From an optimization exercise on the open Yosys and OpenROAD flow, aimed at small area, a short achievable clock period and few clock cycles per item; shortcuts taken in it are not production practice. Function was checked by simulation only, so behaviour that the tests miss may differ from the original. No activity file was given, so power comes from the tool's default toggle rates.

==> design/flow/design.v <==
module pga16_mac (
    input  wire [7:0]  b,
    input  wire        hi,
    input  wire [23:0] m,
    input  wire [23:0] acc,
    output wire [31:0] sum
);
    wire bn0 = b[1];
    wire bo0 = b[0] ^ 1'b0;
    wire bt0 = (b[1] ^ b[0]) & ~bo0;
    wire q0_0 = ((bo0 & m[0]) | (bt0 & 1'b0)) ^ bn0;
    wire q0_1 = ((bo0 & m[1]) | (bt0 & m[0])) ^ bn0;
    wire q0_2 = ((bo0 & m[2]) | (bt0 & m[1])) ^ bn0;
    wire q0_3 = ((bo0 & m[3]) | (bt0 & m[2])) ^ bn0;
    wire q0_4 = ((bo0 & m[4]) | (bt0 & m[3])) ^ bn0;
    wire q0_5 = ((bo0 & m[5]) | (bt0 & m[4])) ^ bn0;
    wire q0_6 = ((bo0 & m[6]) | (bt0 & m[5])) ^ bn0;
    wire q0_7 = ((bo0 & m[7]) | (bt0 & m[6])) ^ bn0;
    wire q0_8 = ((bo0 & m[8]) | (bt0 & m[7])) ^ bn0;
    wire q0_9 = ((bo0 & m[9]) | (bt0 & m[8])) ^ bn0;
    wire q0_10 = ((bo0 & m[10]) | (bt0 & m[9])) ^ bn0;
    wire q0_11 = ((bo0 & m[11]) | (bt0 & m[10])) ^ bn0;
    wire q0_12 = ((bo0 & m[12]) | (bt0 & m[11])) ^ bn0;
    wire q0_13 = ((bo0 & m[13]) | (bt0 & m[12])) ^ bn0;
    wire q0_14 = ((bo0 & m[14]) | (bt0 & m[13])) ^ bn0;
    wire q0_15 = ((bo0 & m[15]) | (bt0 & m[14])) ^ bn0;
    wire q0_16 = ((bo0 & m[16]) | (bt0 & m[15])) ^ bn0;
    wire q0_17 = ((bo0 & m[17]) | (bt0 & m[16])) ^ bn0;
    wire q0_18 = ((bo0 & m[18]) | (bt0 & m[17])) ^ bn0;
    wire q0_19 = ((bo0 & m[19]) | (bt0 & m[18])) ^ bn0;
    wire q0_20 = ((bo0 & m[20]) | (bt0 & m[19])) ^ bn0;
    wire q0_21 = ((bo0 & m[21]) | (bt0 & m[20])) ^ bn0;
    wire q0_22 = ((bo0 & m[22]) | (bt0 & m[21])) ^ bn0;
    wire q0_23 = ((bo0 & m[23]) | (bt0 & m[22])) ^ bn0;
    wire q0_24 = ((bo0 & 1'b0) | (bt0 & m[23])) ^ bn0;
    wire bs0 = ~bn0;
    wire bn1 = b[3];
    wire bo1 = b[2] ^ b[1];
    wire bt1 = (b[3] ^ b[2]) & ~bo1;
    wire q1_0 = ((bo1 & m[0]) | (bt1 & 1'b0)) ^ bn1;
    wire q1_1 = ((bo1 & m[1]) | (bt1 & m[0])) ^ bn1;
    wire q1_2 = ((bo1 & m[2]) | (bt1 & m[1])) ^ bn1;
    wire q1_3 = ((bo1 & m[3]) | (bt1 & m[2])) ^ bn1;
    wire q1_4 = ((bo1 & m[4]) | (bt1 & m[3])) ^ bn1;
    wire q1_5 = ((bo1 & m[5]) | (bt1 & m[4])) ^ bn1;
    wire q1_6 = ((bo1 & m[6]) | (bt1 & m[5])) ^ bn1;
    wire q1_7 = ((bo1 & m[7]) | (bt1 & m[6])) ^ bn1;
    wire q1_8 = ((bo1 & m[8]) | (bt1 & m[7])) ^ bn1;
    wire q1_9 = ((bo1 & m[9]) | (bt1 & m[8])) ^ bn1;
    wire q1_10 = ((bo1 & m[10]) | (bt1 & m[9])) ^ bn1;
    wire q1_11 = ((bo1 & m[11]) | (bt1 & m[10])) ^ bn1;
    wire q1_12 = ((bo1 & m[12]) | (bt1 & m[11])) ^ bn1;
    wire q1_13 = ((bo1 & m[13]) | (bt1 & m[12])) ^ bn1;
    wire q1_14 = ((bo1 & m[14]) | (bt1 & m[13])) ^ bn1;
    wire q1_15 = ((bo1 & m[15]) | (bt1 & m[14])) ^ bn1;
    wire q1_16 = ((bo1 & m[16]) | (bt1 & m[15])) ^ bn1;
    wire q1_17 = ((bo1 & m[17]) | (bt1 & m[16])) ^ bn1;
    wire q1_18 = ((bo1 & m[18]) | (bt1 & m[17])) ^ bn1;
    wire q1_19 = ((bo1 & m[19]) | (bt1 & m[18])) ^ bn1;
    wire q1_20 = ((bo1 & m[20]) | (bt1 & m[19])) ^ bn1;
    wire q1_21 = ((bo1 & m[21]) | (bt1 & m[20])) ^ bn1;
    wire q1_22 = ((bo1 & m[22]) | (bt1 & m[21])) ^ bn1;
    wire q1_23 = ((bo1 & m[23]) | (bt1 & m[22])) ^ bn1;
    wire q1_24 = ((bo1 & 1'b0) | (bt1 & m[23])) ^ bn1;
    wire bs1 = ~bn1;
    wire bn2 = b[5];
    wire bo2 = b[4] ^ b[3];
    wire bt2 = (b[5] ^ b[4]) & ~bo2;
    wire q2_0 = ((bo2 & m[0]) | (bt2 & 1'b0)) ^ bn2;
    wire q2_1 = ((bo2 & m[1]) | (bt2 & m[0])) ^ bn2;
    wire q2_2 = ((bo2 & m[2]) | (bt2 & m[1])) ^ bn2;
    wire q2_3 = ((bo2 & m[3]) | (bt2 & m[2])) ^ bn2;
    wire q2_4 = ((bo2 & m[4]) | (bt2 & m[3])) ^ bn2;
    wire q2_5 = ((bo2 & m[5]) | (bt2 & m[4])) ^ bn2;
    wire q2_6 = ((bo2 & m[6]) | (bt2 & m[5])) ^ bn2;
    wire q2_7 = ((bo2 & m[7]) | (bt2 & m[6])) ^ bn2;
    wire q2_8 = ((bo2 & m[8]) | (bt2 & m[7])) ^ bn2;
    wire q2_9 = ((bo2 & m[9]) | (bt2 & m[8])) ^ bn2;
    wire q2_10 = ((bo2 & m[10]) | (bt2 & m[9])) ^ bn2;
    wire q2_11 = ((bo2 & m[11]) | (bt2 & m[10])) ^ bn2;
    wire q2_12 = ((bo2 & m[12]) | (bt2 & m[11])) ^ bn2;
    wire q2_13 = ((bo2 & m[13]) | (bt2 & m[12])) ^ bn2;
    wire q2_14 = ((bo2 & m[14]) | (bt2 & m[13])) ^ bn2;
    wire q2_15 = ((bo2 & m[15]) | (bt2 & m[14])) ^ bn2;
    wire q2_16 = ((bo2 & m[16]) | (bt2 & m[15])) ^ bn2;
    wire q2_17 = ((bo2 & m[17]) | (bt2 & m[16])) ^ bn2;
    wire q2_18 = ((bo2 & m[18]) | (bt2 & m[17])) ^ bn2;
    wire q2_19 = ((bo2 & m[19]) | (bt2 & m[18])) ^ bn2;
    wire q2_20 = ((bo2 & m[20]) | (bt2 & m[19])) ^ bn2;
    wire q2_21 = ((bo2 & m[21]) | (bt2 & m[20])) ^ bn2;
    wire q2_22 = ((bo2 & m[22]) | (bt2 & m[21])) ^ bn2;
    wire q2_23 = ((bo2 & m[23]) | (bt2 & m[22])) ^ bn2;
    wire q2_24 = ((bo2 & 1'b0) | (bt2 & m[23])) ^ bn2;
    wire bs2 = ~bn2;
    wire bn3 = b[7];
    wire bo3 = b[6] ^ b[5];
    wire bt3 = (b[7] ^ b[6]) & ~bo3;
    wire q3_0 = ((bo3 & m[0]) | (bt3 & 1'b0)) ^ bn3;
    wire q3_1 = ((bo3 & m[1]) | (bt3 & m[0])) ^ bn3;
    wire q3_2 = ((bo3 & m[2]) | (bt3 & m[1])) ^ bn3;
    wire q3_3 = ((bo3 & m[3]) | (bt3 & m[2])) ^ bn3;
    wire q3_4 = ((bo3 & m[4]) | (bt3 & m[3])) ^ bn3;
    wire q3_5 = ((bo3 & m[5]) | (bt3 & m[4])) ^ bn3;
    wire q3_6 = ((bo3 & m[6]) | (bt3 & m[5])) ^ bn3;
    wire q3_7 = ((bo3 & m[7]) | (bt3 & m[6])) ^ bn3;
    wire q3_8 = ((bo3 & m[8]) | (bt3 & m[7])) ^ bn3;
    wire q3_9 = ((bo3 & m[9]) | (bt3 & m[8])) ^ bn3;
    wire q3_10 = ((bo3 & m[10]) | (bt3 & m[9])) ^ bn3;
    wire q3_11 = ((bo3 & m[11]) | (bt3 & m[10])) ^ bn3;
    wire q3_12 = ((bo3 & m[12]) | (bt3 & m[11])) ^ bn3;
    wire q3_13 = ((bo3 & m[13]) | (bt3 & m[12])) ^ bn3;
    wire q3_14 = ((bo3 & m[14]) | (bt3 & m[13])) ^ bn3;
    wire q3_15 = ((bo3 & m[15]) | (bt3 & m[14])) ^ bn3;
    wire q3_16 = ((bo3 & m[16]) | (bt3 & m[15])) ^ bn3;
    wire q3_17 = ((bo3 & m[17]) | (bt3 & m[16])) ^ bn3;
    wire q3_18 = ((bo3 & m[18]) | (bt3 & m[17])) ^ bn3;
    wire q3_19 = ((bo3 & m[19]) | (bt3 & m[18])) ^ bn3;
    wire q3_20 = ((bo3 & m[20]) | (bt3 & m[19])) ^ bn3;
    wire q3_21 = ((bo3 & m[21]) | (bt3 & m[20])) ^ bn3;
    wire q3_22 = ((bo3 & m[22]) | (bt3 & m[21])) ^ bn3;
    wire q3_23 = ((bo3 & m[23]) | (bt3 & m[22])) ^ bn3;
    wire q3_24 = ((bo3 & 1'b0) | (bt3 & m[23])) ^ bn3;
    wire bs3 = ~bn3;
    wire u7 = b[7] & ~hi;
    wire r4_0 = u7 & m[0];
    wire r4_1 = u7 & m[1];
    wire r4_2 = u7 & m[2];
    wire r4_3 = u7 & m[3];
    wire r4_4 = u7 & m[4];
    wire r4_5 = u7 & m[5];
    wire r4_6 = u7 & m[6];
    wire r4_7 = u7 & m[7];
    wire r4_8 = u7 & m[8];
    wire r4_9 = u7 & m[9];
    wire r4_10 = u7 & m[10];
    wire r4_11 = u7 & m[11];
    wire r4_12 = u7 & m[12];
    wire r4_13 = u7 & m[13];
    wire r4_14 = u7 & m[14];
    wire r4_15 = u7 & m[15];
    wire r4_16 = u7 & m[16];
    wire r4_17 = u7 & m[17];
    wire r4_18 = u7 & m[18];
    wire r4_19 = u7 & m[19];
    wire r4_20 = u7 & m[20];
    wire r4_21 = u7 & m[21];
    wire r4_22 = u7 & m[22];
    wire r4_23 = u7 & m[23];
    wire s0, c0;
    assign s0 = q0_4 ^ q1_2;
    assign c0 = q0_4 & q1_2;
    wire s1, c1;
    assign s1 = q0_5 ^ q1_3;
    assign c1 = q0_5 & q1_3;
    wire s2, c2;
    assign s2 = q0_6 ^ q1_4 ^ q2_2;
    assign c2 = (q0_6 & q1_4) | (q2_2 & (q0_6 | q1_4));
    wire s3, c3;
    assign s3 = q3_0 ^ bn3;
    assign c3 = q3_0 & bn3;
    wire s4, c4;
    assign s4 = q0_7 ^ q1_5 ^ q2_3;
    assign c4 = (q0_7 & q1_5) | (q2_3 & (q0_7 | q1_5));
    wire s5, c5;
    assign s5 = q3_1 ^ acc[7];
    assign c5 = q3_1 & acc[7];
    wire s6, c6;
    assign s6 = q0_8 ^ q1_6 ^ q2_4;
    assign c6 = (q0_8 & q1_6) | (q2_4 & (q0_8 | q1_6));
    wire s7, c7;
    assign s7 = q3_2 ^ r4_0 ^ acc[8];
    assign c7 = (q3_2 & r4_0) | (acc[8] & (q3_2 | r4_0));
    wire s8, c8;
    assign s8 = q0_9 ^ q1_7 ^ q2_5;
    assign c8 = (q0_9 & q1_7) | (q2_5 & (q0_9 | q1_7));
    wire s9, c9;
    assign s9 = q3_3 ^ r4_1 ^ acc[9];
    assign c9 = (q3_3 & r4_1) | (acc[9] & (q3_3 | r4_1));
    wire s10, c10;
    assign s10 = q0_10 ^ q1_8 ^ q2_6;
    assign c10 = (q0_10 & q1_8) | (q2_6 & (q0_10 | q1_8));
    wire s11, c11;
    assign s11 = q3_4 ^ r4_2 ^ acc[10];
    assign c11 = (q3_4 & r4_2) | (acc[10] & (q3_4 | r4_2));
    wire s12, c12;
    assign s12 = q0_11 ^ q1_9 ^ q2_7;
    assign c12 = (q0_11 & q1_9) | (q2_7 & (q0_11 | q1_9));
    wire s13, c13;
    assign s13 = q3_5 ^ r4_3 ^ acc[11];
    assign c13 = (q3_5 & r4_3) | (acc[11] & (q3_5 | r4_3));
    wire s14, c14;
    assign s14 = q0_12 ^ q1_10 ^ q2_8;
    assign c14 = (q0_12 & q1_10) | (q2_8 & (q0_12 | q1_10));
    wire s15, c15;
    assign s15 = q3_6 ^ r4_4 ^ acc[12];
    assign c15 = (q3_6 & r4_4) | (acc[12] & (q3_6 | r4_4));
    wire s16, c16;
    assign s16 = q0_13 ^ q1_11 ^ q2_9;
    assign c16 = (q0_13 & q1_11) | (q2_9 & (q0_13 | q1_11));
    wire s17, c17;
    assign s17 = q3_7 ^ r4_5 ^ acc[13];
    assign c17 = (q3_7 & r4_5) | (acc[13] & (q3_7 | r4_5));
    wire s18, c18;
    assign s18 = q0_14 ^ q1_12 ^ q2_10;
    assign c18 = (q0_14 & q1_12) | (q2_10 & (q0_14 | q1_12));
    wire s19, c19;
    assign s19 = q3_8 ^ r4_6 ^ acc[14];
    assign c19 = (q3_8 & r4_6) | (acc[14] & (q3_8 | r4_6));
    wire s20, c20;
    assign s20 = q0_15 ^ q1_13 ^ q2_11;
    assign c20 = (q0_15 & q1_13) | (q2_11 & (q0_15 | q1_13));
    wire s21, c21;
    assign s21 = q3_9 ^ r4_7 ^ acc[15];
    assign c21 = (q3_9 & r4_7) | (acc[15] & (q3_9 | r4_7));
    wire s22, c22;
    assign s22 = q0_16 ^ q1_14 ^ q2_12;
    assign c22 = (q0_16 & q1_14) | (q2_12 & (q0_16 | q1_14));
    wire s23, c23;
    assign s23 = q3_10 ^ r4_8 ^ acc[16];
    assign c23 = (q3_10 & r4_8) | (acc[16] & (q3_10 | r4_8));
    wire s24, c24;
    assign s24 = q0_17 ^ q1_15 ^ q2_13;
    assign c24 = (q0_17 & q1_15) | (q2_13 & (q0_17 | q1_15));
    wire s25, c25;
    assign s25 = q3_11 ^ r4_9 ^ acc[17];
    assign c25 = (q3_11 & r4_9) | (acc[17] & (q3_11 | r4_9));
    wire s26, c26;
    assign s26 = q0_18 ^ q1_16 ^ q2_14;
    assign c26 = (q0_18 & q1_16) | (q2_14 & (q0_18 | q1_16));
    wire s27, c27;
    assign s27 = q3_12 ^ r4_10 ^ acc[18];
    assign c27 = (q3_12 & r4_10) | (acc[18] & (q3_12 | r4_10));
    wire s28, c28;
    assign s28 = q0_19 ^ q1_17 ^ q2_15;
    assign c28 = (q0_19 & q1_17) | (q2_15 & (q0_19 | q1_17));
    wire s29, c29;
    assign s29 = q3_13 ^ r4_11 ^ acc[19];
    assign c29 = (q3_13 & r4_11) | (acc[19] & (q3_13 | r4_11));
    wire s30, c30;
    assign s30 = q0_20 ^ q1_18 ^ q2_16;
    assign c30 = (q0_20 & q1_18) | (q2_16 & (q0_20 | q1_18));
    wire s31, c31;
    assign s31 = q3_14 ^ r4_12 ^ acc[20];
    assign c31 = (q3_14 & r4_12) | (acc[20] & (q3_14 | r4_12));
    wire s32, c32;
    assign s32 = q0_21 ^ q1_19 ^ q2_17;
    assign c32 = (q0_21 & q1_19) | (q2_17 & (q0_21 | q1_19));
    wire s33, c33;
    assign s33 = q3_15 ^ r4_13 ^ acc[21];
    assign c33 = (q3_15 & r4_13) | (acc[21] & (q3_15 | r4_13));
    wire s34, c34;
    assign s34 = q0_22 ^ q1_20 ^ q2_18;
    assign c34 = (q0_22 & q1_20) | (q2_18 & (q0_22 | q1_20));
    wire s35, c35;
    assign s35 = q3_16 ^ r4_14 ^ acc[22];
    assign c35 = (q3_16 & r4_14) | (acc[22] & (q3_16 | r4_14));
    wire s36, c36;
    assign s36 = q0_23 ^ q1_21 ^ q2_19;
    assign c36 = (q0_23 & q1_21) | (q2_19 & (q0_23 | q1_21));
    wire s37, c37;
    assign s37 = q3_17 ^ r4_15 ^ acc[23];
    assign c37 = (q3_17 & r4_15) | (acc[23] & (q3_17 | r4_15));
    wire s38, c38;
    assign s38 = q0_24 ^ q1_22 ^ q2_20;
    assign c38 = (q0_24 & q1_22) | (q2_20 & (q0_24 | q1_22));
    wire s39, c39;
    assign s39 = q3_18 ^ r4_16;
    assign c39 = q3_18 & r4_16;
    wire s40, c40;
    assign s40 = bs0 ^ q1_23 ^ q2_21;
    assign c40 = (bs0 & q1_23) | (q2_21 & (bs0 | q1_23));
    wire s41, c41;
    assign s41 = q3_19 ^ 1'b1 ^ r4_17;
    assign c41 = (q3_19 & 1'b1) | (r4_17 & (q3_19 | 1'b1));
    wire s42, c42;
    assign s42 = q1_24 ^ q2_22 ^ q3_20;
    assign c42 = (q1_24 & q2_22) | (q3_20 & (q1_24 | q2_22));
    wire s43, c43;
    assign s43 = 1'b1 ^ r4_18;
    assign c43 = 1'b1 & r4_18;
    wire s44, c44;
    assign s44 = bs1 ^ q2_23 ^ q3_21;
    assign c44 = (bs1 & q2_23) | (q3_21 & (bs1 | q2_23));
    wire s45, c45;
    assign s45 = q2_24 ^ q3_22;
    assign c45 = q2_24 & q3_22;
    wire s46, c46;
    assign s46 = q0_2 ^ q1_0;
    assign c46 = q0_2 & q1_0;
    wire s47, c47;
    assign s47 = q0_3 ^ q1_1;
    assign c47 = q0_3 & q1_1;
    wire s48, c48;
    assign s48 = s0 ^ q2_0 ^ bn2;
    assign c48 = (s0 & q2_0) | (bn2 & (s0 | q2_0));
    wire s49, c49;
    assign s49 = c0 ^ s1 ^ q2_1;
    assign c49 = (c0 & s1) | (q2_1 & (c0 | s1));
    wire s50, c50;
    assign s50 = c1 ^ s2 ^ s3;
    assign c50 = (c1 & s2) | (s3 & (c1 | s2));
    wire s51, c51;
    assign s51 = c2 ^ c3 ^ s4;
    assign c51 = (c2 & c3) | (s4 & (c2 | c3));
    wire s52, c52;
    assign s52 = c4 ^ c5 ^ s6;
    assign c52 = (c4 & c5) | (s6 & (c4 | c5));
    wire s53, c53;
    assign s53 = c6 ^ c7 ^ s8;
    assign c53 = (c6 & c7) | (s8 & (c6 | c7));
    wire s54, c54;
    assign s54 = c8 ^ c9 ^ s10;
    assign c54 = (c8 & c9) | (s10 & (c8 | c9));
    wire s55, c55;
    assign s55 = c10 ^ c11 ^ s12;
    assign c55 = (c10 & c11) | (s12 & (c10 | c11));
    wire s56, c56;
    assign s56 = c12 ^ c13 ^ s14;
    assign c56 = (c12 & c13) | (s14 & (c12 | c13));
    wire s57, c57;
    assign s57 = c14 ^ c15 ^ s16;
    assign c57 = (c14 & c15) | (s16 & (c14 | c15));
    wire s58, c58;
    assign s58 = c16 ^ c17 ^ s18;
    assign c58 = (c16 & c17) | (s18 & (c16 | c17));
    wire s59, c59;
    assign s59 = c18 ^ c19 ^ s20;
    assign c59 = (c18 & c19) | (s20 & (c18 | c19));
    wire s60, c60;
    assign s60 = c20 ^ c21 ^ s22;
    assign c60 = (c20 & c21) | (s22 & (c20 | c21));
    wire s61, c61;
    assign s61 = c22 ^ c23 ^ s24;
    assign c61 = (c22 & c23) | (s24 & (c22 | c23));
    wire s62, c62;
    assign s62 = c24 ^ c25 ^ s26;
    assign c62 = (c24 & c25) | (s26 & (c24 | c25));
    wire s63, c63;
    assign s63 = c26 ^ c27 ^ s28;
    assign c63 = (c26 & c27) | (s28 & (c26 | c27));
    wire s64, c64;
    assign s64 = c28 ^ c29 ^ s30;
    assign c64 = (c28 & c29) | (s30 & (c28 | c29));
    wire s65, c65;
    assign s65 = c30 ^ c31 ^ s32;
    assign c65 = (c30 & c31) | (s32 & (c30 | c31));
    wire s66, c66;
    assign s66 = c32 ^ c33 ^ s34;
    assign c66 = (c32 & c33) | (s34 & (c32 | c33));
    wire s67, c67;
    assign s67 = c34 ^ c35 ^ s36;
    assign c67 = (c34 & c35) | (s36 & (c34 | c35));
    wire s68, c68;
    assign s68 = c36 ^ c37 ^ s38;
    assign c68 = (c36 & c37) | (s38 & (c36 | c37));
    wire s69, c69;
    assign s69 = c38 ^ c39 ^ s40;
    assign c69 = (c38 & c39) | (s40 & (c38 | c39));
    wire s70, c70;
    assign s70 = c40 ^ c41 ^ s42;
    assign c70 = (c40 & c41) | (s42 & (c40 | c41));
    wire s71, c71;
    assign s71 = c42 ^ c43 ^ s44;
    assign c71 = (c42 & c43) | (s44 & (c42 | c43));
    wire s72, c72;
    assign s72 = c44 ^ s45 ^ 1'b1;
    assign c72 = (c44 & s45) | (1'b1 & (c44 | s45));
    wire s73, c73;
    assign s73 = c45 ^ bs2 ^ q3_23;
    assign c73 = (c45 & bs2) | (q3_23 & (c45 | bs2));
    wire s74, c74;
    assign s74 = q3_24 ^ 1'b1;
    assign c74 = q3_24 & 1'b1;
    wire s75, c75;
    assign s75 = q0_0 ^ bn0;
    assign c75 = q0_0 & bn0;
    wire s76, c76;
    assign s76 = q0_1 ^ acc[1];
    assign c76 = q0_1 & acc[1];
    wire s77, c77;
    assign s77 = s46 ^ bn1 ^ acc[2];
    assign c77 = (s46 & bn1) | (acc[2] & (s46 | bn1));
    wire s78, c78;
    assign s78 = c46 ^ s47 ^ acc[3];
    assign c78 = (c46 & s47) | (acc[3] & (c46 | s47));
    wire s79, c79;
    assign s79 = c47 ^ s48 ^ acc[4];
    assign c79 = (c47 & s48) | (acc[4] & (c47 | s48));
    wire s80, c80;
    assign s80 = c48 ^ s49 ^ acc[5];
    assign c80 = (c48 & s49) | (acc[5] & (c48 | s49));
    wire s81, c81;
    assign s81 = c49 ^ s50 ^ acc[6];
    assign c81 = (c49 & s50) | (acc[6] & (c49 | s50));
    wire s82, c82;
    assign s82 = c50 ^ s51 ^ s5;
    assign c82 = (c50 & s51) | (s5 & (c50 | s51));
    wire s83, c83;
    assign s83 = c51 ^ s52 ^ s7;
    assign c83 = (c51 & s52) | (s7 & (c51 | s52));
    wire s84, c84;
    assign s84 = c52 ^ s53 ^ s9;
    assign c84 = (c52 & s53) | (s9 & (c52 | s53));
    wire s85, c85;
    assign s85 = c53 ^ s54 ^ s11;
    assign c85 = (c53 & s54) | (s11 & (c53 | s54));
    wire s86, c86;
    assign s86 = c54 ^ s55 ^ s13;
    assign c86 = (c54 & s55) | (s13 & (c54 | s55));
    wire s87, c87;
    assign s87 = c55 ^ s56 ^ s15;
    assign c87 = (c55 & s56) | (s15 & (c55 | s56));
    wire s88, c88;
    assign s88 = c56 ^ s57 ^ s17;
    assign c88 = (c56 & s57) | (s17 & (c56 | s57));
    wire s89, c89;
    assign s89 = c57 ^ s58 ^ s19;
    assign c89 = (c57 & s58) | (s19 & (c57 | s58));
    wire s90, c90;
    assign s90 = c58 ^ s59 ^ s21;
    assign c90 = (c58 & s59) | (s21 & (c58 | s59));
    wire s91, c91;
    assign s91 = c59 ^ s60 ^ s23;
    assign c91 = (c59 & s60) | (s23 & (c59 | s60));
    wire s92, c92;
    assign s92 = c60 ^ s61 ^ s25;
    assign c92 = (c60 & s61) | (s25 & (c60 | s61));
    wire s93, c93;
    assign s93 = c61 ^ s62 ^ s27;
    assign c93 = (c61 & s62) | (s27 & (c61 | s62));
    wire s94, c94;
    assign s94 = c62 ^ s63 ^ s29;
    assign c94 = (c62 & s63) | (s29 & (c62 | s63));
    wire s95, c95;
    assign s95 = c63 ^ s64 ^ s31;
    assign c95 = (c63 & s64) | (s31 & (c63 | s64));
    wire s96, c96;
    assign s96 = c64 ^ s65 ^ s33;
    assign c96 = (c64 & s65) | (s33 & (c64 | s65));
    wire s97, c97;
    assign s97 = c65 ^ s66 ^ s35;
    assign c97 = (c65 & s66) | (s35 & (c65 | s66));
    wire s98, c98;
    assign s98 = c66 ^ s67 ^ s37;
    assign c98 = (c66 & s67) | (s37 & (c66 | s67));
    wire s99, c99;
    assign s99 = c67 ^ s68 ^ s39;
    assign c99 = (c67 & s68) | (s39 & (c67 | s68));
    wire s100, c100;
    assign s100 = c68 ^ s69 ^ s41;
    assign c100 = (c68 & s69) | (s41 & (c68 | s69));
    wire s101, c101;
    assign s101 = c69 ^ s70 ^ s43;
    assign c101 = (c69 & s70) | (s43 & (c69 | s70));
    wire s102, c102;
    assign s102 = c70 ^ s71 ^ r4_19;
    assign c102 = (c70 & s71) | (r4_19 & (c70 | s71));
    wire s103, c103;
    assign s103 = c71 ^ s72 ^ r4_20;
    assign c103 = (c71 & s72) | (r4_20 & (c71 | s72));
    wire s104, c104;
    assign s104 = c72 ^ s73 ^ r4_21;
    assign c104 = (c72 & s73) | (r4_21 & (c72 | s73));
    wire s105, c105;
    assign s105 = c73 ^ s74 ^ r4_22;
    assign c105 = (c73 & s74) | (r4_22 & (c73 | s74));
    wire s106, c106;
    assign s106 = c74 ^ bs3 ^ r4_23;
    assign c106 = (c74 & bs3) | (r4_23 & (c74 | bs3));
    wire [31:0] rx = {c105, c104, c103, c102, c101, c100, c99, c98, c97, c96, c95, c94, c93, c92, c91, c90, c89, c88, c87, c86, c85, c84, c83, c82, c81, c80, c79, c78, c77, c76, c75, s75};
    wire [31:0] ry = {s106, s105, s104, s103, s102, s101, s100, s99, s98, s97, s96, s95, s94, s93, s92, s91, s90, s89, s88, s87, s86, s85, s84, s83, s82, s81, s80, s79, s78, s77, s76, acc[0]};
    wire [31:0] g0 = rx & ry;
    wire [31:0] p0 = rx ^ ry;
    wire bg0 = g0[1] | (p0[1] & g0[0]);
    wire bp0 = p0[1] & p0[0];
    wire bg1 = g0[3] | (p0[3] & g0[2]);
    wire bp1 = p0[3] & p0[2];
    wire bg2 = g0[5] | (p0[5] & g0[4]);
    wire bp2 = p0[5] & p0[4];
    wire bg3 = g0[7] | (p0[7] & g0[6]);
    wire bp3 = p0[7] & p0[6];
    wire bg4 = g0[9] | (p0[9] & g0[8]);
    wire bp4 = p0[9] & p0[8];
    wire bg5 = g0[11] | (p0[11] & g0[10]);
    wire bp5 = p0[11] & p0[10];
    wire bg6 = g0[13] | (p0[13] & g0[12]);
    wire bp6 = p0[13] & p0[12];
    wire bg7 = g0[15] | (p0[15] & g0[14]);
    wire bp7 = p0[15] & p0[14];
    wire bg8 = g0[17] | (p0[17] & g0[16]);
    wire bp8 = p0[17] & p0[16];
    wire bg9 = g0[19] | (p0[19] & g0[18]);
    wire bp9 = p0[19] & p0[18];
    wire bg10 = g0[21] | (p0[21] & g0[20]);
    wire bp10 = p0[21] & p0[20];
    wire bg11 = g0[23] | (p0[23] & g0[22]);
    wire bp11 = p0[23] & p0[22];
    wire bg12 = g0[25] | (p0[25] & g0[24]);
    wire bp12 = p0[25] & p0[24];
    wire bg13 = g0[27] | (p0[27] & g0[26]);
    wire bp13 = p0[27] & p0[26];
    wire bg14 = g0[29] | (p0[29] & g0[28]);
    wire bp14 = p0[29] & p0[28];
    wire bg15 = g0[31] | (p0[31] & g0[30]);
    wire bp15 = p0[31] & p0[30];
    wire bg16 = bg1 | (bp1 & bg0);
    wire bp16 = bp1 & bp0;
    wire bg17 = bg3 | (bp3 & bg2);
    wire bp17 = bp3 & bp2;
    wire bg18 = bg5 | (bp5 & bg4);
    wire bp18 = bp5 & bp4;
    wire bg19 = bg7 | (bp7 & bg6);
    wire bp19 = bp7 & bp6;
    wire bg20 = bg9 | (bp9 & bg8);
    wire bp20 = bp9 & bp8;
    wire bg21 = bg11 | (bp11 & bg10);
    wire bp21 = bp11 & bp10;
    wire bg22 = bg13 | (bp13 & bg12);
    wire bp22 = bp13 & bp12;
    wire bg23 = bg15 | (bp15 & bg14);
    wire bp23 = bp15 & bp14;
    wire bg24 = bg17 | (bp17 & bg16);
    wire bp24 = bp17 & bp16;
    wire bg25 = bg19 | (bp19 & bg18);
    wire bp25 = bp19 & bp18;
    wire bg26 = bg21 | (bp21 & bg20);
    wire bp26 = bp21 & bp20;
    wire bg27 = bg23 | (bp23 & bg22);
    wire bp27 = bp23 & bp22;
    wire bg28 = bg25 | (bp25 & bg24);
    wire bp28 = bp25 & bp24;
    wire bg29 = bg27 | (bp27 & bg26);
    wire bp29 = bp27 & bp26;
    wire bg30 = bg29 | (bp29 & bg28);
    wire bp30 = bp29 & bp28;
    wire bg31 = bg26 | (bp26 & bg28);
    wire bp31 = bp26 & bp28;
    wire bg32 = bg18 | (bp18 & bg24);
    wire bp32 = bp18 & bp24;
    wire bg33 = bg20 | (bp20 & bg28);
    wire bp33 = bp20 & bp28;
    wire bg34 = bg22 | (bp22 & bg31);
    wire bp34 = bp22 & bp31;
    wire bg35 = bg2 | (bp2 & bg16);
    wire bp35 = bp2 & bp16;
    wire bg36 = bg4 | (bp4 & bg24);
    wire bp36 = bp4 & bp24;
    wire bg37 = bg6 | (bp6 & bg32);
    wire bp37 = bp6 & bp32;
    wire bg38 = bg8 | (bp8 & bg28);
    wire bp38 = bp8 & bp28;
    wire bg39 = bg10 | (bp10 & bg33);
    wire bp39 = bp10 & bp33;
    wire bg40 = bg12 | (bp12 & bg31);
    wire bp40 = bp12 & bp31;
    wire bg41 = bg14 | (bp14 & bg34);
    wire bp41 = bp14 & bp34;
    wire bg42 = g0[2] | (p0[2] & bg0);
    wire bp42 = p0[2] & bp0;
    wire bg43 = g0[4] | (p0[4] & bg16);
    wire bp43 = p0[4] & bp16;
    wire bg44 = g0[6] | (p0[6] & bg35);
    wire bp44 = p0[6] & bp35;
    wire bg45 = g0[8] | (p0[8] & bg24);
    wire bp45 = p0[8] & bp24;
    wire bg46 = g0[10] | (p0[10] & bg36);
    wire bp46 = p0[10] & bp36;
    wire bg47 = g0[12] | (p0[12] & bg32);
    wire bp47 = p0[12] & bp32;
    wire bg48 = g0[14] | (p0[14] & bg37);
    wire bp48 = p0[14] & bp37;
    wire bg49 = g0[16] | (p0[16] & bg28);
    wire bp49 = p0[16] & bp28;
    wire bg50 = g0[18] | (p0[18] & bg38);
    wire bp50 = p0[18] & bp38;
    wire bg51 = g0[20] | (p0[20] & bg33);
    wire bp51 = p0[20] & bp33;
    wire bg52 = g0[22] | (p0[22] & bg39);
    wire bp52 = p0[22] & bp39;
    wire bg53 = g0[24] | (p0[24] & bg31);
    wire bp53 = p0[24] & bp31;
    wire bg54 = g0[26] | (p0[26] & bg40);
    wire bp54 = p0[26] & bp40;
    wire bg55 = g0[28] | (p0[28] & bg34);
    wire bp55 = p0[28] & bp34;
    wire bg56 = g0[30] | (p0[30] & bg41);
    wire bp56 = p0[30] & bp41;
    assign sum[0] = p0[0];
    assign sum[1] = p0[1] ^ g0[0];
    assign sum[2] = p0[2] ^ bg0;
    assign sum[3] = p0[3] ^ bg42;
    assign sum[4] = p0[4] ^ bg16;
    assign sum[5] = p0[5] ^ bg43;
    assign sum[6] = p0[6] ^ bg35;
    assign sum[7] = p0[7] ^ bg44;
    assign sum[8] = p0[8] ^ bg24;
    assign sum[9] = p0[9] ^ bg45;
    assign sum[10] = p0[10] ^ bg36;
    assign sum[11] = p0[11] ^ bg46;
    assign sum[12] = p0[12] ^ bg32;
    assign sum[13] = p0[13] ^ bg47;
    assign sum[14] = p0[14] ^ bg37;
    assign sum[15] = p0[15] ^ bg48;
    assign sum[16] = p0[16] ^ bg28;
    assign sum[17] = p0[17] ^ bg49;
    assign sum[18] = p0[18] ^ bg38;
    assign sum[19] = p0[19] ^ bg50;
    assign sum[20] = p0[20] ^ bg33;
    assign sum[21] = p0[21] ^ bg51;
    assign sum[22] = p0[22] ^ bg39;
    assign sum[23] = p0[23] ^ bg52;
    assign sum[24] = p0[24] ^ bg31;
    assign sum[25] = p0[25] ^ bg53;
    assign sum[26] = p0[26] ^ bg40;
    assign sum[27] = p0[27] ^ bg54;
    assign sum[28] = p0[28] ^ bg34;
    assign sum[29] = p0[29] ^ bg55;
    assign sum[30] = p0[30] ^ bg41;
    assign sum[31] = p0[31] ^ bg56;
endmodule
module pga16_round (
    input  wire [39:0] p,        
    input  wire [5:0]  sh,       
    input  wire        hi,       
    output wire [7:0]  q
);
    wire [15:0] v = p[38:23] ^ {16{p[39]}};
    wire [15:0] mk;
    assign mk[15] = 1'b0;
    genvar i;
    generate
        for (i = 0; i < 15; i = i + 1) begin : g_mk
            assign mk[i] = mk[i+1] | v[i+1];
        end
    endgenerate
    wire [14:0] atg    = mk[14:0] & ~mk[15:1];        
    wire        guard  = |(atg & p[14:0]);
    wire        lsb    = |(atg & p[15:1]);
    wire        sticky = |(mk[14:1] & p[13:0]);
    wire        rup    = guard & (sticky | lsb);
    wire [39:0] qv = {p[39:15], p[14:0] | mk[14:0]};
    wire [39:0] c;                                   
    wire [4:0]  blk;                                 
    wire [5:0]  cb;
    assign cb[0] = rup;
    generate
        for (i = 0; i < 5; i = i + 1) begin : g_blk
            assign blk[i]  = &qv[8*i+7:8*i];
            assign cb[i+1] = cb[i] & blk[i];
            wire [7:0] pw;
            assign pw[0] = 1'b1;
            genvar j;
            for (j = 1; j < 8; j = j + 1) begin : g_pw
                assign pw[j] = pw[j-1] & qv[8*i+j-1];
            end
            assign c[8*i+7:8*i] = pw & {8{cb[i]}};
        end
    endgenerate
    wire [39:0] t  = qv ^ c;
    wire [39:0] tm = {t[39:15], t[14:0] & ~mk[14:0]};
    wire [70:0] e  = {{15{p[39]}}, tm, 16'd0};
    wire [5:0]  s8 = {sh[5:3] + {2'b00, hi}, sh[2:0]};
    wire [38:0] e5 = s8[5] ? e[70:32] : e[38:0];
    wire [22:0] e4 = s8[4] ? e5[38:16] : e5[22:0];
    wire [14:0] e3 = s8[3] ? e4[22:8] : e4[14:0];
    wire [10:0] e2 = s8[2] ? e3[14:4] : e3[10:0];
    wire [8:0]  e1 = s8[1] ? e2[10:2] : e2[8:0];
    assign q = s8[0] ? e1[8:1] : e1[7:0];
endmodule
module pga16 (
    input  wire        clk,
    input  wire        rst,           
    input  wire        host_we,
    input  wire [3:0]  host_addr,
    input  wire [31:0] host_wdata,
    output reg  [31:0] host_rdata,
    output wire        mem_valid,
    output wire        mem_we,
    output wire [31:0] mem_addr,
    output wire [7:0]  mem_wdata,
    input  wire        mem_ready,
    input  wire [7:0]  mem_rdata,
    input  wire        mem_err
);
    localparam RN_BUF_BASE = 4'd0;
    localparam RN_BUF_LEN  = 4'd1;
    localparam RN_GAIN     = 4'd2;
    localparam RN_CTRL     = 4'd3;
    localparam RN_CMD      = 4'd4;
    localparam RN_STATUS   = 4'd5;
    localparam RN_PROGRESS = 4'd6;
    localparam ERR_ILLEGAL_CMD = 3'd1;
    localparam ERR_NULL_BUFFER = 3'd2;
    localparam ERR_GAIN_INF    = 3'd3;
    localparam ERR_ADDR_RANGE  = 3'd4;
    localparam ERR_MEM_FAULT   = 3'd5;
    reg [31:0] buf_base;
    reg [31:0] buf_len;
    reg [31:0] gain;
    reg        buf_valid;
    reg        st_busy, st_done, st_err, st_odd;
    reg [2:0]  st_errcode;
    reg [30:0] idx;
    reg [31:0] ad;                    
    reg [30:0] w_nwin;
    reg        w_sg;                  
    reg [23:0] w_m;                   
    reg [5:0]  w_sh;                  
    reg        act;                   
    reg [1:0]  ph;                    
    reg [39:0] pr;                    
    always @* begin
        case (host_addr)
            RN_BUF_BASE: host_rdata = buf_base;
            RN_BUF_LEN:  host_rdata = buf_len;
            RN_GAIN:     host_rdata = gain;
            RN_CTRL:     host_rdata = {31'd0, buf_valid};
            RN_STATUS:   host_rdata = {24'd0, 1'b0, st_errcode, st_odd, st_err, st_done, st_busy};
            RN_PROGRESS: host_rdata = {1'b0, idx};
            default:     host_rdata = 32'd0;
        endcase
    end
    wire        cmd_wr    = host_we && (host_addr == RN_CMD) && !st_busy;
    wire        stat_wr   = host_we && (host_addr == RN_STATUS);
    wire        range_bad = over_2_32(buf_base, buf_len);
    reg  [2:0]  cmd_code;             
    always @* begin
        if (host_wdata != 32'h0000_0001)
            cmd_code = ERR_ILLEGAL_CMD;
        else if (!buf_valid)
            cmd_code = ERR_NULL_BUFFER;
        else if (gain[30:23] == 8'hFF)
            cmd_code = ERR_GAIN_INF;
        else if (range_bad)
            cmd_code = ERR_ADDR_RANGE;
        else
            cmd_code = 3'd0;
    end
    wire [7:0]  g_e  = gain[30:23];
    wire [7:0]  g_sh = 8'd166 - g_e;
    wire [5:0]  sh0  = (g_e < 8'd112) ? 6'd55 : (g_e >= 8'd166) ? 6'd0 : g_sh[5:0];
    function over_2_32(input [31:0] a, input [31:0] b);
        integer k;
        reg cy;
        begin
            cy = 1'b0;
            for (k = 1; k < 32; k = k + 1)
                cy = (~(a[k] ^ b[k]) & (a[k-1] | b[k-1])) |
                     (cy & (~(a[k] ^ b[k]) | a[k-1] | b[k-1]));
            over_2_32 = cy & (a[31] | b[31]);
        end
    endfunction
    function [30:0] inc31(input [30:0] a);
        integer k;
        reg t;
        begin
            t = 1'b1;
            for (k = 0; k < 31; k = k + 1) begin
                inc31[k] = a[k] ^ t;
                t = t & a[k];
            end
        end
    endfunction
    wire acc_ok = act && mem_ready;
    assign mem_valid = act;
    assign mem_we    = ph[1];
    wire [30:0] ad_inc = inc31(ad[31:1]);
    assign mem_addr  = {(ph[0] & ad[0]) ? ad_inc : ad[31:1], ad[0] ^ ph[0]};
    wire [31:0] mac;
    pga16_mac u_mac (
        .b   (mem_rdata ^ {8{w_sg}}),
        .hi  (ph[0]),
        .m   (w_m),
        .acc (ph[0] ? pr[39:16] : (w_sg ? w_m : 24'd0)),
        .sum (mac)
    );
    pga16_round u_round (
        .p  (pr),
        .sh (w_sh),
        .hi (ph[0]),
        .q  (mem_wdata)
    );
    wire [30:0] idx_inc = inc31(idx);
    wire        last    = (idx_inc == w_nwin);
    always @(posedge clk) begin
        if (mem_ready && !ph[1])
            pr <= {mac, pr[15:8]};
    end
    always @(posedge clk) begin
        if (rst) begin
            buf_base   <= 32'd0;
            buf_len    <= 32'd0;
            gain       <= 32'h3F80_0000;
            buf_valid  <= 1'b0;
            st_busy    <= 1'b0;
            st_done    <= 1'b0;
            st_err     <= 1'b0;
            st_odd     <= 1'b0;
            st_errcode <= 3'd0;
            idx        <= 31'd0;
            act        <= 1'b0;
            ph         <= 2'd0;
        end else begin
            if (host_we) begin
                case (host_addr)
                    RN_BUF_BASE: buf_base  <= host_wdata;
                    RN_BUF_LEN:  buf_len   <= host_wdata;
                    RN_GAIN:     gain      <= host_wdata;
                    RN_CTRL:     buf_valid <= host_wdata[0];
                    default: ;
                endcase
            end
            if (stat_wr) begin
                if (host_wdata[1]) st_done <= 1'b0;
                if (host_wdata[2]) begin
                    st_err     <= 1'b0;
                    st_errcode <= 3'd0;
                end
                if (host_wdata[3]) st_odd <= 1'b0;
            end
            if (cmd_wr) begin
                st_done <= 1'b0;
                idx     <= 31'd0;
                if (cmd_code != 3'd0) begin
                    st_err     <= 1'b1;
                    st_errcode <= cmd_code;
                    st_odd     <= 1'b0;
                end else begin
                    st_err     <= 1'b0;
                    st_errcode <= 3'd0;
                    st_odd     <= buf_len[0];
                    st_busy    <= 1'b1;
                    ad         <= buf_base;
                    w_nwin     <= buf_len[31:1];
                    w_sg       <= gain[31];
                    w_m        <= {g_e != 8'd0, gain[22:0]};
                    w_sh       <= sh0;
                    act        <= (buf_len[31:1] != 31'd0);
                    ph         <= 2'd0;
                end
            end
            if (st_busy && !act) begin
                st_busy <= 1'b0;
                st_done <= 1'b1;
            end
            if (acc_ok) begin
                if (mem_err) begin
                    act        <= 1'b0;
                    st_busy    <= 1'b0;
                    st_err     <= 1'b1;
                    st_errcode <= ERR_MEM_FAULT;
                end else begin
                    ph <= ph + 2'd1;
                    if (ph == 2'd3) begin
                        ad[31:1] <= ad_inc;
                        idx <= idx_inc;
                        if (last) begin
                            act     <= 1'b0;
                            st_busy <= 1'b0;
                            st_done <= 1'b1;
                        end
                    end
                end
            end
        end
    end
endmodule
==> design/flow/flow/run.sh <==
#!/bin/bash
set -euo pipefail
bash standard.sh BUFFER_PORTS_ARGS="-buffer_cell sky130_fd_sc_hd__buf_2" finish > make_finish.log 2>&1
==> design/flow/standard.sh <==
#!/bin/bash
# synth_recipe.tcl (not shown) runs the flow's synth.tcl, then flattens the netlist and writes it again
# the make line also repeats each setting of config.mk as NAME=value (left out here)
make -C /OpenROAD-flow-scripts/flow DESIGN_CONFIG=/design/flow/config.mk WORK_HOME=/design/flow/orfs CLKGATE_MAP_FILE= SYNTH_SCRIPT=/design/flow/synth_recipe.tcl "${@:-finish}"
==> design/flow/config.mk <==
export PLATFORM = sky130hd
export DESIGN_NAME = pga16
export DESIGN_NICKNAME = pga16
export VERILOG_FILES = /design/flow/design.v
export SDC_FILE = /design/flow/constraint.sdc
export NUM_CORES = 4
export LEC_CHECK = 0
export ABC_AREA = 1
export CAP_MARGIN = 20
export CORE_MARGIN = 2
export CORE_UTILIZATION = 40
export SLEW_MARGIN = 20
==> design/flow/constraint.sdc <==
create_clock -name core_clock -period 33.0 [get_ports {clk}]
set_input_delay 6.6000 -clock core_clock [delete_from_list [all_inputs] [get_ports {clk}]]
set_output_delay 6.6000 -clock core_clock [all_outputs]
set_load 0.01 [all_outputs]
==> impl_metrics.tcl, run 1 <==
set metrics [dict create \
    endpoint_kind "primary output" \
    ir_drop_mv 0.0442 \
    gr-total-overflow 0 \
    synth_cell_types 64 \
    critPathMaxFanout 27 \
    port_buffers 122 \
    clk_latency_ns 0.61 \
    path_clk_slew_ns 0.06 \
    syn2layout_area_growth_pct 11.6 \
    wl_per_cell_um 20.0 \
    period_needed_ns 15.19 \
    fmax_mhz 65.8 \
    wirelength_um 67300 \
    syn_area_sq_um 21400 \
    final-setup-viol-count 0 \
    grt_usage_pct 24.0 \
    dp_hpwl_um 49700 \
    ys_ff_latch 272 \
    crit_arrival_ns 8.59 \
    max_cap_viol_count 0 \
    hold_path_class "reg2reg" \
    clkSinkCount 272 \
    ant_nets 0 \
    critPathRequiredTime_ns 26.40 \
    hold_ws_ns 0.443 \
    start_kind "primary input" \
    vias_per_cell 5.59 \
    finalClockSkew_ns 0.0141 \
    start_util_pct 40.6 \
    status "no timing/DRC/antenna violations" \
    slew_headroom_pct 28.0 \
    cts_tree "done" \
    row_count 84 \
    multi_input_comb_area_sq_um 13000 \
    drive_gt1_share_pct 13.3 \
    slew_violations 0 \
    syn-instance-count 2572 \
    dr_total_vias 18800 \
    drc 0 \
    grt_max_degree 90 \
    num-fill-cells 5165 \
    cts-resized-gates 0 \
    grt_pass1_vias 18500 \
    grt_antenna_before_repair 8 \
    finalCritPeriodShare_pct 46.0 \
    synth_warnings 1 \
    first_pass_iters 6 \
    synth_edf_count 134 \
    drt_iter0_drc 1657 \
    ys_seq_area_share_pct 31.7 \
    hold_violations 0 \
    core_area_sq_um 52800 \
    final_common_cell "nand2_1" \
    die_h_um 235 \
    synthFlopType "dfxtp_1" \
    die_area_sq_um 55400 \
    boundaryPins 123 \
    regArea_sq_um 6790 \
    leakagePower_uw 0.0104 \
    layout.nets 2934 \
    p_total_uw 1340 \
    rsz0062_at_grt "no" \
    cts_buffer_depth 3 \
    max_slew.worst_pin.slew_ns 1.07 \
    p_per_area_nw_per_um2 56.0 \
    final.setup.tns_ns 0 \
    ctsHtreeMaxLevel 1 \
    die_x_um 235 \
    postCtsHoldBufs 0 \
    cts_made_buffers 31 \
    cts_root_buffer "clkbuf_16" \
    grt_pass1_wl_um 106000 \
    most-common-layout-cells "nand2_1, inv_1, o21ai_0" \
    async_flop_share_pct 0 \
    postCtsSetupBuffers 0 \
    place_congestion 0.923 \
    synth_nets 2868 \
    syn_avg_cell_area_sq_um 8.33 \
    post-route-util_pct 45.3 \
    worstSetupPathType "in2out" \
]
[layout make-up]
class,instances,share of cell area (%)
multi-input cells,1852,54.3
clock inverters,15,1.07
diodes,5,0.0523
well taps,688,3.60
clock buffers,43,3.96
inverters,331,5.21
flip-flops and latches,272,28.4
repair buffers,150,3.43
[metrics by stage]
| stage | instances | cell area [sq um] | setup slack, ns |
|---|---|---|---|
| after floorplan | 2572 | 21400 | 18.66 |
| after global placement | 3293 | 22700 | 17.84 |
| after detailed placement | 3293 | 22700 | 17.80 |
| after CTS | 3351 | 23900 | 17.79 |
| after global routing | 3352 | 23900 | 17.71 |
| final | 3356 | 23900 | 17.81 |
[metal layers]
layer / up-vias / routed length (um) / track usage [%]
met5: - / 33 / 0
met3: 147 / 4630 / 3.30
met4: 4 / 2440 / 8.15
li1: 8877 / - / -
met1: 9065 / 28400 / 31.6
met2: 677 / 31800 / 40.4
[worst paths after layout]
kind,start,end,slack [ns],cells after the start
max,host_addr[3],host_rdata[3],17.81,8
min,buf_len[30],w_nwin[29],0.44,0
max reg2reg,w_sg,pr[39],24.12,37
min reg2reg,buf_len[30],w_nwin[29],0.44,0
[cells in the mapped netlist, types with 7 or more instances]
cell type | number | area share [%]
nor2_4 | 10 | 0.53
o21ai_1 | 11 | 0.26
inv_1 | 304 | 5.3
clkinv_1 | 19 | 0.33
nor2_1 | 165 | 2.9
dfxtp_1 | 138 | 13
fa_1 | 106 | 9.9
ha_1 | 141 | 8.2
o211ai_1 | 11 | 0.39
a22oi_1 | 17 | 0.60
o221ai_1 | 8 | 0.33
nand4_1 | 48 | 1.4
nor3_1 | 10 | 0.23
a21oi_1 | 158 | 3.7
or4_1 | 7 | 0.25
nand3_1 | 122 | 2.8
inv_2 | 7 | 0.12
xnor2_1 | 37 | 1.5
xor2_1 | 150 | 6.1
nand2_1 | 379 | 6.6
edfxtp_1 | 134 | 19
nor4_1 | 19 | 0.55
o2111ai_1 | 21 | 0.86
or2_2 | 65 | 1.9
buf_1 | 14 | 0.25
a31oi_1 | 7 | 0.20
clkbuf_1 | 95 | 1.7
mux2_2 | 30 | 1.6
o21ai_0 | 170 | 4.0
nand2_2 | 9 | 0.26
o22ai_1 | 99 | 2.9
[registers in the layout, indices dropped and copies added (netlist names)]
register,flops
w_sh,6
pr,40
st_busy,1
st_errcode,3
w_sg,1
ph,2
st_odd,1
act,1
ad,32
gain,32
buf_valid,1
buf_len,32
st_done,1
idx,31
w_m,24
w_nwin,31
st_err,1
buf_base,32
[worst max-delay path, cell delays in order]
cell and delay [ns]:
buf_2 0.11, nor2_1 0.31, inv_1 0.11, nor2_2 0.11, buf_4 0.38, inv_1 0.30, o221ai_1 0.44, buf_2 0.22
[cell families after synthesis]
group / after synthesis / share of synthesized area (%)
simple gates: 850 / 18.4
compound gates: 536 / 14.5
buf+inv: 448 / 7.97
fa+ha+maj: 247 / 18.1
flops: 272 / 31.7
xor+xnor: 188 / 7.72
mux: 31 / 1.62
[power by group]
part	leakage, uW	internal (uW)	switching, uW	total [uW]
clock network	0.000593	249	156	405
logic	0.00740	182	302	484
registers	0.00242	402	48.7	450
Testbench counts, summed over its fixed seeds: cycles 36,384, windows 8,872.
==> inputs of run 2 (changes only) <==
==> design/flow/run.sh (new file) <==
#!/bin/bash
# synth_recipe.tcl (not shown) runs the flow's synth.tcl, then flattens the netlist and writes it again
# the make line also repeats each setting of config.mk as NAME=value (left out here)
make -C /OpenROAD-flow-scripts/flow DESIGN_CONFIG=/design/flow/config.mk WORK_HOME=/design/flow/orfs CLKGATE_MAP_FILE= SYNTH_SCRIPT=/design/flow/synth_recipe.tcl finish
removed: design/flow/flow/run.sh
removed: design/flow/standard.sh
==> run 2 against run 1 <==
Synthesized area unchanged. Critical path type unchanged. Final area is 1.8% higher. Via count fell by 0.55%. Cell count fell by 0.21%. Synthesized cell count unchanged. Clock-buffer cell count fell by 1. Non-clock buffer count is 3 lower. Maximum frequency is 8.2% lower. Largest power group unchanged. Wire length up 0.96%. Flip-flop and latch count did not move.
==> impl_metrics.tcl, run 2 <==
set metrics [dict create \
    status "no timing/DRC/antenna violations" \
    final_common_cell "nand2_1" \
    p_per_area_nw_per_um2 53.3 \
    wl_per_cell_um 20.3 \
    vias_per_cell 5.57 \
    place_congestion 0.911 \
    p_comb_share_pct 37.5 \
    crit_family "buffers and inverters" \
    hold_path_class "reg2reg" \
    synth_top_area_share_pct 18.8 \
    seqPwrFrac_pct 34.6 \
    most-common-layout-cells "nand2_1, inv_1, o21ai_0" \
    final.setup.tns_ns 0 \
    max_cap_viol_count 0 \
    drive_gt1_share_pct 8.42 \
    clkSinkCount 272 \
    cpPeakStageDelay_ns 0.88 \
    grt-busiest-layer "met2" \
    worstSetupPathType "in2out" \
    synth_warnings 1 \
    endpoint_kind "primary output" \
    syn_area_sq_um 21400 \
    layout.nets 2931 \
    grt_antenna_before_repair 2 \
    period_needed_ns 16.55 \
    leakagePower_uw 0.0102 \
    use_met3_pct 3.48 \
    cp_num_buf_inv 3 \
    synth_nets 2868 \
    drc 0 \
    worst_slack_ns 16.45 \
    ys_ff_latch 272 \
    start_util_pct 40.6 \
    first_pass_iters 6 \
    synth_cell_types 64 \
    crit_arrival_ns 9.95 \
    ir_drop_mv 0.0434 \
    rsz0062_at_grt "no" \
    yosysMostFrequentCell "nand2_1" \
    grt_pass1_vias 18300 \
    row_count 84 \
    clock_power_share_pct 28.0 \
    clk_latency_ns 0.60 \
    final-setup-viol-count 0 \
    slew_violations 0 \
    drt_iter0_drc 1725 \
    wirelength_um 67900 \
    switchingPower_uw 500 \
    cts_root_buffer "clkbuf_16" \
    max_slew.worst_pin.slew_ns 1.16 \
    cts_made_buffers 31 \
    gr-total-overflow 0 \
    syn-instance-count 2572 \
    dr_total_vias 18700 \
    die_x_um 235 \
    p_int_uw 799 \
    grt_usage_pct 24.1 \
    use_met2_pct 39.9 \
    postCtsSetupBuffers 0 \
    cts_buffer_depth 3 \
    syn2layout_area_growth_pct 13.6 \
    dp_cells 3290 \
    die_area_sq_um 55400 \
    critPathRequiredTime_ns 26.40 \
    path_clk_slew_ns 0.06 \
    cts_tree "done" \
    cp_common_cell "clkdlybuf4s50_1" \
    largest_reg_flops 40 \
    grt_pass1_wl_um 106000 \
    finalClockSkew_ns 0.0220 \
    core_area_sq_um 52800 \
    finalCritPeriodShare_pct 50.1 \
    ys_seq_area_share_pct 31.7 \
    instances_no_fill 3349 \
    netlist_top_cells_area "edfxtp_1, dfxtp_1, fa_1" \
    ant_nets 0 \
    critPathSlowestCell "clkinv_1" \
    synth.largest_area_cell "edfxtp_1" \
    syn_avg_cell_area_sq_um 8.33 \
    fmax_mhz 60.4 \
    start_kind "primary input" \
    power_switching_share_pct 38.5 \
    postCtsHoldBufs 0 \
    cp_cell_sequence "clkdlybuf4s50_1 > nor2_1 > nand2_1 > clkinv_1 > a32o_1 > a21oi_1 > o221ai_1 > clkdlybuf4s50_1" \
    hold_violations 0 \
    boundaryPins 123 \
    synth_edf_count 134 \
    synthTopCellsByCount "nand2_1, inv_1, o21ai_0" \
    place_ws_ns 16.85 \
    async_flop_share_pct 0 \
    die_h_um 235 \
    dp_hpwl_um 50400 \
    critPathMaxFanout 31 \
    ctsHtreeMaxLevel 1 \
    cts-resized-gates 0 \
    port_buffers 122 \
    synthFlopType "dfxtp_1" \
    slew_headroom_pct 22.4 \
    regMostFlops "pr" \
    met1_usage_pct 32.2 \
    grt_max_degree 104 \
]
[run 2: cell count changes in the layout (fill, tap and decap cells not counted)]
cell             delta
buf_2             -122
clkdlybuf4s50_1   +122
bufinv_16           -4
clkinv_2            +4
buf_4               -3
clkinv_1            +3
diode_2             -3
clkbuf_1            +1
clkbuf_16           -1
clkbuf_8            -1
inv_2               -1
inv_4               -1
inv_6               -1
[run 2: worst reg2reg max path: cells and delay by family (launching register included)]
family / cells / cell delay (ns)
adder cells (fa/ha/maj): 5 / 1.74
XOR/XNOR: 3 / 0.53
buffers and inverters: 1 / 0.05
flip-flops: 1 / 0.69
AND/OR/NAND/NOR: 17 / 3.34
AO/OA/AOI/OAI: 11 / 2.29
[run 2: final cells by class]
type                    count  area, sq um
well taps                 688          861
flip-flops and latches    272         6790
clock inverters            15          149
repair buffers            147         1410
diodes                      2         5.00
inverters                 331         1250
multi-input cells        1852        13000
fillers                  5103        28400
clock buffers              42          911
[run 2: routing by layer]
| layer | up-vias | share of wire, % |
|---|---|---|
| li1 | 8859 | - |
| met3 | 127 | 5.9 |
| met4 | 2 | 4.0 |
| met5 | - | 0.021 |
| met2 | 641 | 46 |
| met1 | 9038 | 44 |
[run 2: cells by family after synthesis]
family | after synthesis | share of synthesized area [%]
DFF | 272 | 31.7
xor gates and xnor gates | 188 | 7.72
AOI/OAI and AO/OA | 536 | 14.5
adders and majority gates | 247 | 18.1
buffers and inverters | 448 | 7.97
and+or+nand+nor | 850 | 18.4
muxes | 31 | 1.62
[run 2: path summary, 6_finish.rpt]
path	startpoint	endpoint	slack, ns	cells past startpoint
max	host_addr[3]	host_rdata[3]	16.45	8
min	gain[0]	w_m[0]	0.44	0
max reg2reg	w_sg	pr[39]	24.10	37
min reg2reg	gain[0]	w_m[0]	0.44	0
[run 2: stage by stage]
stage | utilization [%] | hold slack (ns) | power, uW | instance area, sq um
final | 46.1 | 0.439 | 1300 | 24300
after global routing | 46.1 | 0.461 | 1380 | 24300
after CTS | 46.1 | 0.439 | 1310 | 24300
after detailed placement | 44.1 | 0.423 | 943 | 23300
after global placement | 44.1 | 0.415 | 934 | 23300
after floorplan | - | 0.408 | 795 | 21400
[run 2: power by group through the flow]
stage	combinational [uW]	sequential [uW]	clock, uW
after floorplan	368	427	0
after global placement	479	455	0
after detailed placement	487	456	0
after CTS	491	448	368
after global routing	554	451	380
final	486	449	363
==> inputs of run 3 (changes only) <==
--- a/design/flow/design.v
+++ b/design/flow/design.v
@@ -642,3 +642,2 @@
     wire [39:0] c;                                   
-    wire [4:0]  blk;                                 
     wire [5:0]  cb;
@@ -647,11 +646,8 @@
         for (i = 0; i < 5; i = i + 1) begin : g_blk
-            assign blk[i]  = &qv[8*i+7:8*i];
-            assign cb[i+1] = cb[i] & blk[i];
-            wire [7:0] pw;
-            assign pw[0] = 1'b1;
+            assign cb[i+1] = cb[i] & (&qv[8*i+7:8*i]);
+            assign c[8*i] = cb[i];
             genvar j;
             for (j = 1; j < 8; j = j + 1) begin : g_pw
-                assign pw[j] = pw[j-1] & qv[8*i+j-1];
+                assign c[8*i+j] = c[8*i+j-1] & qv[8*i+j-1];
             end
-            assign c[8*i+7:8*i] = pw & {8{cb[i]}};
         end
@@ -763,2 +759,15 @@
     endfunction
+    function [30:0] inc31f(input [30:0] a);
+        integer k;
+        reg t, bc;
+        begin
+            bc = 1'b1;
+            for (k = 0; k < 31; k = k + 1) begin
+                if (k % 8 == 0) t = bc;
+                inc31f[k] = a[k] ^ t;
+                t = t & a[k];
+                if (k % 8 == 7) bc = bc & (&a[k -: 8]);
+            end
+        end
+    endfunction
     wire acc_ok = act && mem_ready;
@@ -766,3 +775,3 @@
     assign mem_we    = ph[1];
-    wire [30:0] ad_inc = inc31(ad[31:1]);
+    wire [30:0] ad_inc = inc31f(ad[31:1]);
     assign mem_addr  = {(ph[0] & ad[0]) ? ad_inc : ad[31:1], ad[0] ^ ph[0]};
==> design/flow/flow/run.sh (new file) <==
#!/bin/bash
set -euo pipefail
bash standard.sh BUFFER_PORTS_ARGS="-buffer_cell sky130_fd_sc_hd__buf_2" finish > make_finish.log 2>&1
==> design/flow/standard.sh (new file) <==
#!/bin/bash
# synth_recipe.tcl (not shown) runs the flow's synth.tcl, then flattens the netlist and writes it again
# the make line also repeats each setting of config.mk as NAME=value (left out here)
make -C /OpenROAD-flow-scripts/flow DESIGN_CONFIG=/design/flow/config.mk WORK_HOME=/design/flow/orfs CLKGATE_MAP_FILE= SYNTH_SCRIPT=/design/flow/synth_recipe.tcl "${@:-finish}"
removed: design/flow/run.sh
==> run 3 against run 2 <==
Critical path depth down 2. Hold slack worse by 0.0090 ns. Still clean on timing, DRC and antenna. Flip-flop and latch count unchanged. Clock-buffer cell count down 1. Maximum frequency up 6.1%. Critical path type unchanged. Global-route usage up 0.12 points. Clock power up 5%. Die area about the same. Critical endpoint is now host_rdata[0]. Final area down 2.3%. Total power down 2.4%. Largest power group is now registers.
==> impl_metrics.tcl, run 3 <==
set metrics [dict create \
    slew_violations 0 \
    reg2reg_to "pr[39]" \
    core_area_sq_um 52800 \
    grt_pass1_vias 18000 \
    clkSinkCount 272 \
    endpoint_kind "primary output" \
    regMostFlops "pr" \
    postLayoutCellArea_sq_um 23800 \
    cp_common_cell "buf_2" \
    grt_max_degree 92 \
    most-common-layout-cells "nand2_1, inv_1, o21ai_0" \
    max_slew.worst_pin.slew_ns 0.984 \
    die_area_sq_um 55400 \
    layout.nets 2927 \
    reg2regPathDepth 37 \
    ys_ff_latch 272 \
    clk_latency_ns 0.55 \
    boundaryPins 123 \
    regArea_sq_um 6790 \
    cts-resized-gates 0 \
    syn_avg_cell_area_sq_um 8.42 \
    final.setup.tns_ns 0 \
    syn-instance-count 2545 \
    drt_iter0_drc 1820 \
    hold_path_class "reg2reg" \
    cts_made_buffers 34 \
    grt_pass1_wl_um 105000 \
    row_count 84 \
    grt_antenna_before_repair 3 \
    async_flop_share_pct 0 \
    place_congestion 0.894 \
    clock_power_share_pct 30.0 \
    multi_input_comb_area_sq_um 13000 \
    ctsHtreeMaxLevel 2 \
    crit_path_end "host_rdata[0]" \
    switchingPower_uw 468 \
    period_needed_ns 15.60 \
    final_common_cell "nand2_1" \
    num-fill-cells 5187 \
    max_cap_viol_count 0 \
    hold_violations 0 \
    slew_headroom_pct 34.3 \
    vias_per_cell 5.66 \
    leakagePower_uw 0.0103 \
    power_switching_share_pct 36.9 \
    syn2layout_area_growth_pct 11.1 \
    crit_start "host_addr[3]" \
    start_kind "primary input" \
    drc 0 \
    post-route-util_pct 45.1 \
    p_per_area_nw_per_um2 53.3 \
    yosysMostFrequentCell "nand2_1" \
    ant_nets 0 \
    p_int_uw 800 \
    cts_buffer_depth 3 \
    final-setup-viol-count 0 \
    port_buffers 122 \
    synth_warnings 1 \
    synth_edf_count 134 \
    wl_per_cell_um 20.6 \
    finalCritPeriodShare_pct 47.3 \
    critPathMaxFanout 18 \
    crit_arrival_ns 9.00 \
    ir_drop_mv 0.0392 \
    synth_nets 2868 \
    dr_total_vias 18800 \
    cpPeakStageDelay_ns 0.63 \
    start_util_pct 40.6 \
    wirelength_um 68400 \
    dpl_cell_area_sq_um 22700 \
    ys_seq_area_share_pct 31.7 \
    min_from "gain[0]" \
    synthTopCellsByCount "nand2_1, inv_1, o21ai_0" \
    cts_root_buffer "clkbuf_16" \
    finalClockSkew_ns 0.0242 \
    seqPwrFrac_pct 35.3 \
    drive_gt1_share_pct 12.8 \
    die_h_um 235 \
    critPathRequiredTime_ns 26.40 \
    cp_cell_sequence "buf_2 > nor2_1 > nand2_1 > buf_4 > o221ai_1 > buf_2" \
    cts_tree "done" \
    first_pass_iters 6 \
    rsz0062_at_grt "no" \
    die_x_um 235 \
    synth_cell_types 52 \
    r2r_setup_slack_ns 24.21 \
    synthFlopType "dfxtp_1" \
    hold_depth 0 \
    p_comb_share_pct 34.7 \
    path_clk_slew_ns 0.06 \
    rr_startpoint "w_sg" \
    postCtsHoldBufs 0 \
    postCtsSetupBuffers 0 \
    largest_reg_flops 40 \
    gr-total-overflow 0 \
    fmax_mhz 64.1 \
    netlist_top_cells_area "edfxtp_1, dfxtp_1, fa_1" \
    worstSetupPathType "in2out" \
    synth.largest_area_cell "edfxtp_1" \
    synth_top_area_share_pct 18.8 \
    dp_hpwl_um 50400 \
    grt_usage_pct 24.3 \
    critPathSlowestCell "nand2_1" \
    status "no timing/DRC/antenna violations" \
    syn_area_sq_um 21400 \
]
## run 3: cell types whose count changed after synthesis, sizes merged, moves of 5 or more
cell,before,now
nor2,181,118
ha,141,168
a31oi,7,17
o22ai,99,108
mux2,30,22
nand3,123,131
a21oi,158,151
xnor2,38,31
or4,7,1
a22o,5,0
clkbuf,95,100
o2111ai,21,26
## run 3: per-stage QoR
step | instances | total power (uW) | setup WS, ns | hold WS (ns)
2_1_floorplan | 2545 | 757 | 18.56 | 0.408
3_3_place_gp | 3256 | 875 | 17.42 | 0.421
3_5_place_dp | 3256 | 892 | 17.28 | 0.420
4_1_cts | 3318 | 1280 | 17.27 | 0.432
5_1_grt | 3320 | 1360 | 17.37 | 0.440
6_report | 3320 | 1270 | 17.40 | 0.430
## run 3: how the worst min path moves through the flow
stage / end / slack, ns
finish: w_m[0] / 0.43
global route: w_m[0] / 0.44
CTS: w_m[0] / 0.43
detailed placement: w_m[0] / 0.42
global placement: w_m[0] / 0.42
floorplan: w_m[0] / 0.41
## run 3: logic make-up after synthesis
logic type	Yosys count	synth area share, %
muxes	23	1.20
adders and majority gates	274	19.7
AOI/OAI and AO/OA	550	14.9
DFF	272	31.7
and+or+nand+nor	800	17.2
xor gates and xnor gates	177	7.33
buffers and inverters	449	7.94
## run 3: per-layer routing
layer,vias to the layer above,routed length (um),part of all wire (%),GRT usage (%)
li1,8829,-,-,-
met1,9054,29200,43,33.0
met2,772,31400,46,38.8
met3,142,5390,7.9,4.14
met4,2,2360,3.5,8.90
met5,-,13,0.019,0
## run 3: cell type report
class	instances	area share, %
well taps	688	3.62
repair buffers	147	3.35
multi-input cells	1824	54.6
inverters	325	5.14
clock inverters	21	0.747
diodes	2	0.0210
flip-flops and latches	272	28.5
clock buffers	41	4.03
## run 3: power groups by stage
| stage | sequential [uW] | clock [uW] | combinational [uW] |
|---|---|---|---|
| 2_1_floorplan | 426 | 0 | 331 |
| 3_3_place_gp | 453 | 0 | 423 |
| 3_5_place_dp | 453 | 0 | 439 |
| 4_1_cts | 446 | 387 | 442 |
| 5_1_grt | 450 | 398 | 509 |
| 6_report | 448 | 380 | 439 |
## run 3: critical path, delay by kind of cell
| kind | cells | cell delay [ns] |
|---|---|---|
| buffers and inverters | 3 | 0.76 |
| AOI/OAI and AO/OA | 1 | 0.40 |
| and+or+nand+nor | 2 | 1.22 |
Testbench counts of run 3, summed over its fixed seeds: cycles 36,384, windows 8,872.

port drivers added, routing unchanged:
In the flow no input, the clock included, has a driving cell. The finished layouts below were timed again as built, in two steps.
Step 1 (the two cells are an assumption about what drives the block):
set clk [get_ports {clk}]
set_driving_cell -lib_cell sky130_fd_sc_hd__clkbuf_16 $clk
set_driving_cell -lib_cell sky130_fd_sc_hd__buf_2 [delete_from_list [all_inputs] $clk]
Step 2 times the ports against the registers' clock, not the clock port: input delays grow and output delays shrink by t, the midpoint of the rising clock arrivals with the driver on.
Three values: ideal ports, drivers, drivers and shift; two values: the first two.
run	t (ns)	slack for setup (ns)	worst data-port slew with drivers (ns)
run 1	0.663	17.808 / 17.736 / 17.736	0.11
run 2	0.651	16.454 / 16.424 / 16.424	0.11
run 3	0.595	17.400 / 17.381 / 17.381	0.09
After both steps every run listed still meets setup and hold. The setup slack of run 1, which loses most, moves by -0.072 ns with the drivers and by -0.072 ns with both steps.
